Source: an optimization exercise on an open RTL-to-GDS flow (aim: small area, a short achievable clock period and few clock cycles per item). Production flows keep margins and buffers that such runs may drop. The RTL was checked by simulation tests, not by an equivalence proof against the original design. Power is estimated from default activity; no workload was simulated.

==> flow/design.v (excerpt) <==
module dlink_rx #(
    parameter MAX_PAYLOAD = 4096,
    parameter DEF_W       = 8,
    parameter DEF_H       = 8,
    parameter DEF_FMT     = 0
) (
    input  wire        clk,
    input  wire        rst,
    input  wire        in_valid,
    input  wire [7:0]  in_data,
    output wire        in_ready,
    output reg         fb_we,
    output wire [15:0] fb_addr,
    output reg  [7:0]  fb_wdata,
    output reg  [7:0]  fb_wmask,
    output reg         err_valid,
    output reg  [2:0]  err_code,
    output reg         ntf_params,
    output reg         ntf_frame,
    output reg         ss_enabled,
    output reg  [15:0] ss_width,
    output reg  [15:0] ss_height,
    output reg  [2:0]  ss_fmt,
    output reg  [1:0]  ss_rot,
    output reg  [7:0]  ss_indev,
    output reg  [15:0] drop_count
);
    localparam [2:0] E_LENGTH = 3'd2, E_WINDOW = 3'd3, E_FORMAT = 3'd4,
                     E_SHORT  = 3'd5, E_INIT   = 3'd6, E_POINT  = 3'd7;
    localparam integer S_SEEK = 0, S_HDR = 1, S_PAY = 2, S_EXEC = 3;
    localparam integer X_COL = 0, X_Y   = 1, X_YD  = 2, X_H   = 3, X_LR  = 4,
  ...
Size: ~420 flip-flops, roughly 110 I/O pins, about 22000 um^2 of cells after synthesis.
==> flow/config.mk <==
export PLATFORM = sky130hd
export DESIGN_NAME = dlink_rx
export DESIGN_NICKNAME = dlink_rx
export VERILOG_FILES = /design/flow/design.v
export SDC_FILE = /design/flow/constraint.sdc
export NUM_CORES = 4
export LEC_CHECK = 0
export CAP_MARGIN = 20
export CORE_MARGIN = 2
export CORE_UTILIZATION = 40
export CTS_BUF_LIST = sky130_fd_sc_hd__clkbuf_8
export SLEW_MARGIN = 20
==> flow/constraint.sdc <==
create_clock -name core_clock -period 12.0 [get_ports {clk}]
set_input_delay 2.4000 -clock core_clock [delete_from_list [all_inputs] [get_ports {clk}]]
set_output_delay 2.4000 -clock core_clock [all_outputs]
set_load 0.01 [all_outputs]
standard.sh (not shown) runs the stock make flow with config.mk's settings and CLKGATE_MAP_FILE= SYNTH_SCRIPT=/design/flow/synth_recipe.tcl, a recipe that flattens the netlist after the stock synthesis.
==> flow/flow/run.sh <==
#!/bin/bash
# Layout: the standard ORFS flow, with the port buffers made of
# sky130_fd_sc_hd__buf_2 cells instead of the default choice.
# Each tool's output goes to its own log file in this folder (ORFS also keeps
# its per-step logs under orfs/logs/).
set -euo pipefail
bash standard.sh BUFFER_PORTS_ARGS="-buffer_cell sky130_fd_sc_hd__buf_2" finish > orfs_make.log 2>&1
Testbench counts at the start, summed over its fixed seeds: cycles 115,338, bytes 112,114.
Edit:
Settings changed: CTS_BUF_LIST sky130_fd_sc_hd__clkbuf_8 to default, CTS_CLUSTER_DIAMETER from default to 75, CTS_CLUSTER_SIZE from default to 30.
Outcome:
- The new run ran to the end with no violations
- power falls by 8.6%
- worst setup slack improves by 0.049 ns
- routed wire length falls by 2.0%
- critical path depth is unchanged
- global-route usage falls by 0.73 points
Edit:
Settings changed: CORE_UTILIZATION 40 to 65, CTS_CLUSTER_DIAMETER 75 to default, CTS_CLUSTER_SIZE 30 to default.
Setup slack degrades by 0.12 ns. Area after synthesis stays the same. Clock power rises by a quarter to a third.
Edit:
Settings changed: CORE_UTILIZATION 65 to 40, CTS_CLUSTER_DIAMETER from default to 85, CTS_CLUSTER_SIZE from default to 36.
The new run completed with no timing, DRC or antenna violations.
Worst setup slack improves by 0.13 ns.
Global-route usage is lower by 14 points.
Final cell count is higher by 7.8%.
Fmax is higher by about 3.4%.
Power is lower by about 8%.
Area after synthesis stays the same.
Non-clock buffer count is higher by 1.
Design area stays flat.
Utilization is lower by 29 points.
Combinational power is lower by about 2%.

---

== job 101 ==
Another version of the RTL of dlink_rx (not shown whole).
For scale: roughly 370 flip-flops, about 110 I/O pins.
export LEC_CHECK = 0
export ABC_CLOCK_PERIOD_IN_PS = 3000
export CAP_MARGIN = 20
export CORE_MARGIN = 2
export CORE_UTILIZATION = 40
export SLEW_MARGIN = 20
create_clock -name core_clock -period 12.0 [get_ports {clk}]
run.sh (not shown) runs the stock make flow with config.mk's settings and CLKGATE_MAP_FILE= SYNTH_SCRIPT=/design/flow/synth_recipe.tcl, a recipe that flattens the netlist after the stock synthesis.
Stock flow here: none of the scripts above is used.
Testbench counts of job 101, summed over its fixed seeds: cycles 115,210, bytes 112,114.
Inputs modified between job 101 and job 102:
- removing ABC_CLOCK_PERIOD_IN_PS (formerly 3000)
Notes after the runs:
Aggregate global routing overflow came out exactly the same in job 101 and job 102.
Job 101 -> job 102: worst setup slack delta 0, exact match
[compare] base=job 101 new=job 102: depth of the worst hold-timing path closely matched the old numbers; synthesis-to-finish area growth closely matched the old numbers; post-layout instance count excluding filler cells closely matched the old numbers; synthesized-area fraction occupied by adder cells closely matched the old numbers; share of final layout cell area taken by clock buffers and inverters closely matched the old numbers.
Layout buffer count excluding clock buffers: job 101 vs job 102 identical
Job 102 -> job 101: combined global-route utilization of all metal layers delta 0, exact match
Compared with job 101, in job 102 instance count of the mapped netlist level, core utilization level.

[afterwards: timing with drivers on the ports]
No port has a modelled driver above. Below, the same layouts with a new extraction and two added sets of constraints. Step 1: set_driving_cell puts a clkbuf_16 on clk and a buf_2 on each other input, an assumption about the parent block. Step 2 also shifts input and output timing later by t, the mid clock arrival at the registers, as if the neighbouring blocks saw the same clock. a / b / c = ideal ports / drivers / drivers and shift; a / b = the first two.
run | t (ns) | setup WS [ns] | pins driven straight from the clock port
the first run of note 1 | 0.716 | 8.205 / 8.149 / 7.884 | 1
the second run of note 1 | 0.673 | 8.254 / 8.188 / 7.920 | 1
the third run of note 1 | 0.623 | 8.130 / 8.130 / 7.887 | 1
the fourth run of note 1 | 0.666 | 8.256 / 8.191 / 7.855 | 1
job 101 | 0.641 | 6.078 / 6.078 / 6.078 | 1
job 102 | 0.641 | 6.078 / 6.078 / 6.078 | 1
After both steps setup and hold are still met in every run listed. The setup slack of the fourth run of note 1, which loses most, moves by -0.065 ns with the drivers and by -0.401 ns with both steps.
